Source: an optimization exercise on an open RTL-to-GDS flow (aim: small area). Production flows keep margins and buffers that such runs may drop. Function not checked in this run: the RTL went through the layout flow alone. Power is estimated from default activity; no workload was simulated.

## flow/config.mk

```make
export PLATFORM = sky130hd
export DESIGN_NAME = frame_codec
export DESIGN_NICKNAME = frame_codec
export VERILOG_FILES = /design/flow/design.v
export SDC_FILE = /design/flow/constraint.sdc
export NUM_CORES = 4
export LEC_CHECK = 0
export CAP_MARGIN = 20
export CORE_MARGIN = 2
export CORE_UTILIZATION = 40
export SLEW_MARGIN = 20
```

## flow/constraint.sdc

```tcl
create_clock -name core_clock -period 6.0 [get_ports {clk}]
set_input_delay 1.2000 -clock core_clock [delete_from_list [all_inputs] [get_ports {clk}]]
set_output_delay 1.2000 -clock core_clock [all_outputs]
set_load 0.01 [all_outputs]
```

## flow/design.v

```verilog
module frame_codec (
    input  wire        clk,
    input  wire        rst,
    input  wire        enc_start,
    output wire        enc_busy,
    output wire        tx_valid,
    output wire [7:0]  tx_data,
    output wire        tx_last,
    input  wire        tx_ready,
    input  wire        rx_valid,
    input  wire [7:0]  rx_data,
    input  wire        rx_end,
    output reg         res_valid,
    output wire [2:0]  res_kind,
    output wire [3:0]  res_reason,
    output wire  [16:0] res_len,
    output wire  [7:0]  res_type,
    output wire  [7:0]  res_cmd,
    output wire  [15:0] res_dlen,
    output wire  [7:0]  res_chk_computed,
    output wire  [7:0]  res_chk_received,
    output wire [7:0]  res_code,
    output wire [7:0]  res_rssi,
    output wire  [15:0] res_pc,
    output wire  [95:0] res_epc
);
    reg [2:0] es;
    wire      busy = |es;
    always @(posedge clk) begin
        if (rst)
            es <= 3'd0;
        else if (busy ? tx_ready : enc_start)
            es <= es + 3'd1;
    end
    reg [7:0] inv_byte;
    always @(*) begin
        case (es)
            3'd1:    inv_byte = 8'hBB;
            3'd3:    inv_byte = 8'h22;
            3'd6:    inv_byte = 8'h22;
            3'd7:    inv_byte = 8'h7E;
            default: inv_byte = 8'h00;
        endcase
    end
    assign enc_busy = busy;
    assign tx_valid = busy;
    assign tx_data  = inv_byte;
    assign tx_last  = (es == 3'd7);
    reg [16:0]  cnt;
    reg [7:0]   sum;         
    reg [7:0]   d1, d2;      
    reg         sok;         
    reg [31:0]  hdr;         
    reg [119:0] pay;         
    wire        sat   = &cnt;
    wire        low   = (cnt[16:5] == 12'd0);
    wire [16:0] cnt_n = (rx_valid && !sat) ? cnt + 17'd1 : cnt;
    wire [7:0]  sum_a = sum + d2;
    integer j;
    always @(posedge clk) begin
        if (rst || rx_end)
            cnt <= 17'd0;
        else
            cnt <= cnt_n;
        if (rx_valid) begin
            d1  <= rx_data;
            d2  <= d1;
            sum <= (low && cnt[4:0] < 5'd3) ? 8'h00 : sum_a;
            if (low && cnt[4:0] == 5'd0)
                sok <= (rx_data == 8'hBB);
            for (j = 0; j < 4; j = j + 1)
                if (low && cnt[4:0] == j + 1)
                    hdr[31-8*j -: 8] <= rx_data;
            for (j = 0; j < 15; j = j + 1)
                if (low && cnt[4:0] == j + 5)
                    pay[119-8*j -: 8] <= rx_data;
        end
    end
    wire [7:0]  w_d1  = rx_valid ? rx_data : d1;
    wire [7:0]  w_d2  = rx_valid ? d1 : d2;
    wire [7:0]  w_sum = rx_valid ? sum_a : sum;
    wire [7:0]  w_type = hdr[31:24];
    wire [7:0]  w_cmd  = hdr[23:16];
    wire [15:0] w_dlen = hdr[15:0];
    wire [7:0]  s5     = pay[119:112];
    wire f_empty = (cnt_n == 17'd0);
    wire f_short = (cnt_n[16:3] == 14'd0);
    wire f_mark  = !sok || (w_d1 != 8'h7E);
    wire f_chk   = (w_sum != w_d2);
    wire f_len   = ({1'b0, w_dlen} + 17'd7 != cnt_n);
    wire p_succ  = (w_type == 8'h02) && (w_cmd == 8'h22);
    wire p_err   = (w_type == 8'h01) && (w_cmd == 8'hFF);
    wire l17     = (w_dlen == 16'd17);
    wire l1      = (w_dlen == 16'd1);
    reg [3:0] oc_n;
    always @(*) begin
        if (f_empty)      oc_n = 4'd1;
        else if (f_short) oc_n = 4'd2;
        else if (f_mark)  oc_n = 4'd3;
        else if (f_chk)   oc_n = 4'd4;
        else if (f_len)   oc_n = 4'd5;
        else if (p_succ)  oc_n = l17 ? 4'd13 : 4'd6;
        else if (p_err)   oc_n = l1 ? ((s5 == 8'h15) ? 4'd14 : 4'd15) : 4'd7;
        else              oc_n = 4'd8;
    end
    wire n_hdr  = !f_short;
    wire n_chk  = !f_short && !f_mark && f_chk;
    wire n_succ = (oc_n == 4'd13);
    wire n_tag  = oc_n[3] & oc_n[2] & oc_n[1];
    reg [3:0]   oc;
    reg [119:0] rb;
    wire [64:0] px = {w_type, w_cmd, w_dlen, w_sum, w_d2, cnt_n[15:0], cnt_n[16]};
    always @(posedge clk) begin
        if (rst) begin
            res_valid <= 1'b0;
            oc        <= 4'd0;
        end else if (rx_end) begin
            res_valid <= 1'b1;
            oc        <= oc_n;
        end else if (rx_valid) begin
            res_valid <= 1'b0;
        end
        if (rx_end) begin
            rb[119:112] <= s5;
            rb[111:47]  <= n_succ ? pay[111:47] : px;
        end
        if (rst)
            rb[46:0] <= 47'h0;
        else if (rx_end)
            rb[46:0] <= n_succ ? pay[46:0] : 47'h0;
    end
    wire o_x    = oc[3] & oc[2];
    wire o_succ = o_x & !oc[1];
    wire o_tag  = o_x & oc[1];
    wire o_pe   = !o_x && (oc != 4'd0);
    wire o_hdr  = o_pe && (oc > 4'd2);
    wire o_chk  = (oc == 4'd4);
    assign res_kind   = o_x ? {1'b0, oc[1:0]} : {(oc != 4'd0), 2'b00};
    assign res_reason = o_x ? 4'd0 : oc;
    assign res_rssi   = o_succ ? rb[119:112] : 8'h00;
    assign res_code   = o_tag  ? rb[119:112] : 8'h00;
    assign res_pc     = o_succ ? rb[111:96] : 16'h0000;
    assign res_epc    = {(o_succ ? rb[95:47] : 49'h0), rb[46:0]};
    assign res_type   = o_succ ? 8'h02 : o_tag ? 8'h01 : o_hdr ? rb[111:104] : 8'h00;
    assign res_cmd    = o_succ ? 8'h22 : o_tag ? 8'hFF : o_hdr ? rb[103:96]  : 8'h00;
    assign res_dlen   = o_succ ? 16'd17 : o_tag ? 16'd1 : o_hdr ? rb[95:80] : 16'h0000;
    assign res_chk_computed = o_chk ? rb[79:72] : 8'h00;
    assign res_chk_received = o_chk ? rb[71:64] : 8'h00;
    assign res_len    = o_succ ? 17'd24 : o_tag ? 17'd8 : o_pe ? {rb[47], rb[63:48]} : 17'd0;
endmodule
```

## flow/flow/run.sh

```bash
#!/bin/bash
# Layout flow: the standard ORFS flow (standard.sh) with
#  1. the standard synthesis, unchanged (bash standard.sh synth);
#  2. its combinational cells re-mapped for area by ABC (remap.tcl): the
#     flip-flops, their names and cell types are kept as synthesis made them;
#  3. the rest of the standard flow (floorplan, power grid, tap cells,
#     placement, CTS, routing), with ports buffered by buf_1 and CTS built
#     from small clock buffers without dummy loads.
# Each tool writes its full output to a log file of its own here.
set -euo pipefail
export BUFFER_PORTS_ARGS="-buffer_cell sky130_fd_sc_hd__buf_1"
export CTS_ARGS="-sink_clustering_enable -repair_clock_nets -dont_use_dummy_load -buf_list sky130_fd_sc_hd__clkbuf_2"
R=orfs/results/$FLOW_PLATFORM/frame_codec/base
bash standard.sh synth > synth.log 2>&1
cp $R/1_2_yosys.v $R/1_2_yosys_standard.v
DONT_USE=$(make -s -C "$FLOW_HOME" DESIGN_CONFIG="$PWD/config.mk" WORK_HOME="$PWD/orfs" print-DONT_USE_CELLS 2>/dev/null | sed "s/^DONT_USE_CELLS: *//")
export REMAP_IN=$R/1_2_yosys_standard.v REMAP_OUT=$R/1_2_yosys.v DONT_USE
export REMAP_LIB=$FLOW_HOME/platforms/$FLOW_PLATFORM/lib/sky130_fd_sc_hd__tt_025C_1v80.lib
export REMAP_ABC=$PWD/flow/area.abc
yosys -c flow/remap.tcl > remap.log 2>&1
rm -f $R/1_synth.odb $R/1_synth.sdc
bash standard.sh finish > finish.log 2>&1
```

## flow/flow/area.abc

```
&get -n
&st
&dch
&nf -p -R 1000
&put
```

## flow/flow/remap.tcl

```tcl
# Re-map the combinational part of the standard synthesis netlist for area.
# Flip-flop cells are black boxes here, so they keep their names and types.
yosys read_liberty -ignore_miss_func $::env(REMAP_LIB)
yosys read_verilog $::env(REMAP_IN)
set ffs {}
foreach c [split [exec grep -o {sky130_fd_sc_hd__[a-z]*df[a-z0-9_]*} $::env(REMAP_IN) | sort -u] "\n"] {
  if {$c ne ""} { lappend ffs $c }
}
yosys blackbox {*}$ffs
yosys hierarchy -top $::env(FLOW_TOP)
yosys flatten
yosys opt_clean
set du {}
foreach c $::env(DONT_USE) { lappend du -dont_use $c }
yosys abc -script $::env(REMAP_ABC) -liberty $::env(REMAP_LIB) {*}$du
yosys opt_clean -purge
yosys rename -enumerate
yosys stat -liberty $::env(REMAP_LIB)
yosys write_verilog -noattr -noexpr -nohex -nodec $::env(REMAP_OUT)
```

## flow/standard.sh

```bash
#!/bin/bash
# synth_recipe.tcl (not shown) runs the flow's synth.tcl, then flattens the netlist and writes it again
# the make line also repeats each setting of config.mk as NAME=value (left out here)
make -C /OpenROAD-flow-scripts/flow DESIGN_CONFIG=/design/flow/config.mk WORK_HOME=/design/flow/orfs CLKGATE_MAP_FILE= SYNTH_SCRIPT=/design/flow/synth_recipe.tcl "${@:-finish}"
```

==> flow_summary.ini <==
[sta]
drv_slew = 0
hold_viol_final = 0
slew_headroom = 0.324
setup_viol = 0
min_period_over_period = 0.893
tightest_slew_ns = 1.01
rsz0062_at_grt = false
period_minus_slack_ns = 5.36
fmax_mhz = 187
skew_ns = 0.177
tns_ns = 0

[clock_network]
cts_resized = 0
cts.path.max_buffers = 3
clockRootBuffer = clkbuf_2
numClockSinks = 322
cts_tree = built
cts_hold_buf = 0
cts_setup_buffers = 0
path_clk_slew_ns = 0.08
cts_buffers = 84
htreeDepth = 3
clkLatencyLatePin_ns = 0.89

[global_route]
grt_start_max_net_pins = 67
antenna_found_initial = 4
grtUsageTotal = 0.201
grt_overflow_total = 0
grt_pass1_wl_um = 50900
grt_pass1_vias = 8821

[worst_setup_path]
worstPathMaxFanout = 26
worstSetupEndpointType = register
crit_arrival_ns = 5.89
crit_path_start_kind = register
worst-setup-path-type = register to register
cp.required_ns = 6.53

[yosys]
syn-cell-area_um2 = 12900
synthCells = 971
synthesis.nets = 985
syn_avg_cell_area_um2 = 13.3
ys_warn_count = 1

[routing]
antenna_left = 0
num_vias = 9090
initialDrtViolationCount = 623
wl_um = 33900
first_pass_iters = 5
post_drt_wl_per_cell_um = 19.8
via_per_inst = 5.32
drc = 0

[finish]
final.fill_count = 2962
syn_to_final_growth_pct = 15.7
drive_above_1_share = 0.0910
stdcell_area_um2 = 14900
multi_input_area_um2 = 4120
fin_nets = 1323
seqCellArea_um2 = 8790

[hold_path]
hold_path_class = register to register

[placement]
port_buffers = 225
hpwl_um = 22300
placed_cell_area_um2 = 14500
gp_congestion = 0.918

[outcome]
status = timing/DRC/antenna clean

[floorplanning]
num_rows = 65
ios = 226
die_w_um = 184
core_um2 = 31600
initial_core_util = 0.408
dieArea_um2 = 33700
die_h_um = 184

[pwr]
total_power_w = 0.00394
power.leakage_nw = 5.28
p_per_area_nw_per_um2 = 264
vdd_drop_max_uv = 139

[flow_run]
timing.max_cap.violations = 0
cell type report:
type | count | share of cell area
Timing Repair Buffer | 252 | 0.0714
Multi-Input combinational cell | 643 | 0.276
Tap cell | 402 | 0.0337
Antenna cell | 1 | 0.000168
Sequential cell | 322 | 0.589
Clock buffer | 84 | 0.0282
Inverter | 6 | 0.00151
placed cells by master (no fill, tap or decap), types with 3 or more instances in the layout:
cell,instances
o21ai_0,17
or2_0,4
nor4_1,14
nand2b_1,10
dfxtp_1,88
a21o_1,35
edfxtp_1,234
nor2_1,90
mux2_1,19
clkbuf_2,85
a21oi_1,17
nor3_1,12
xor2_1,25
and2_0,57
nand4_1,12
xnor2_1,30
nor4b_1,4
nand3_1,13
buf_1,223
buf_4,26
a31oi_1,8
a2111oi_0,3
clkinv_1,6
and3_1,17
nor2b_1,87
a32o_1,48
mux2i_1,5
o21a_1,9
nand2_1,74
worst paths after layout:
path / from / end / slack (ns) / cells past startpoint
hold reg to reg: pay[16] / rb[16] / 0.39 / 1
setup reg to reg: cnt[5] / rb[81] / 0.64 / 20
hold / removal: pay[16] / rb[16] / 0.39 / 1
setup / recovery: cnt[5] / rb[81] / 0.64 / 20
state kept, by name, indices dropped and copies added (netlist names):
| signal | count |
|---|---|
| sum | 8 |
| d1 | 8 |
| cnt | 17 |
| sok | 1 |
| d2 | 8 |
| oc | 4 |
| es | 3 |
| res_valid | 1 |
| hdr | 32 |
| pay | 120 |
| rb | 120 |
where the power goes:
group          switching [W]  leakage (nW)  internal (W)
sequential         0.0000489          2.89       0.00244
clock               0.000749         0.349      0.000363
combinational       0.000216          2.04      0.000119
per-stage QoR:
step	setup WS [ns]	util	std cells	hold WS, ns
2_1_floorplan	0.157	-	971	0.418
3_3_place_gp	0.593	0.458	1625	0.439
3_5_place_dp	0.422	0.458	1625	0.442
4_1_cts	0.784	0.471	1709	0.402
5_1_grt	0.0396	0.472	1710	0.397
6_report	0.645	0.472	1710	0.394
critical path: stages (launching register included):
cell       delay, ns
dfxtp_1         0.42
nand3_1         0.13
nor2_1          0.15
nand4_1         0.13
nor4b_1         0.57
a21boi_0        0.26
and3_1          0.27
and3_1          0.23
and2_0          0.24
nand2_1         0.13
xor2_1          0.30
xnor2_1         0.17
nand4_1         0.10
a2111oi_0       0.32
nand3_1         0.20
nor2b_1         0.25
nand2_1         0.14
or2_1           0.62
buf_4           0.35
nor2_1          0.12
nor2_1          0.05
routing by layer:
layer  routed length [um]  track usage  up-vias
met5                    0            0        -
met4                  675       0.0650        0
met3                 2420       0.0408       60
met2                15600        0.320      359
met1                15200        0.276     4380
li1                     -            -     4291

afterwards: timing with drivers on the ports:
The flow's constraints put no driver on any port. The routed layout listed below was extracted and timed again, unchanged, in two steps.
Step 1 assumes that a clkbuf_16 drives the clock port and a buf_2 every other input.
Step 2 also shifts input and output timing later by t, the mid clock arrival at the registers, as if the neighbouring blocks saw the same clock.
Three values: ideal, step 1, step 2; two values: the first two.
t, ns: 0.845
setup WS [ns]: 0.645 / 0.645 / 0.301
slew at the worst register clock pin (ns): 0.11 / 0.11
After both steps this run still meets setup and hold. The setup slack of this run moves by 0.000 ns with the drivers and by -0.344 ns with both steps.
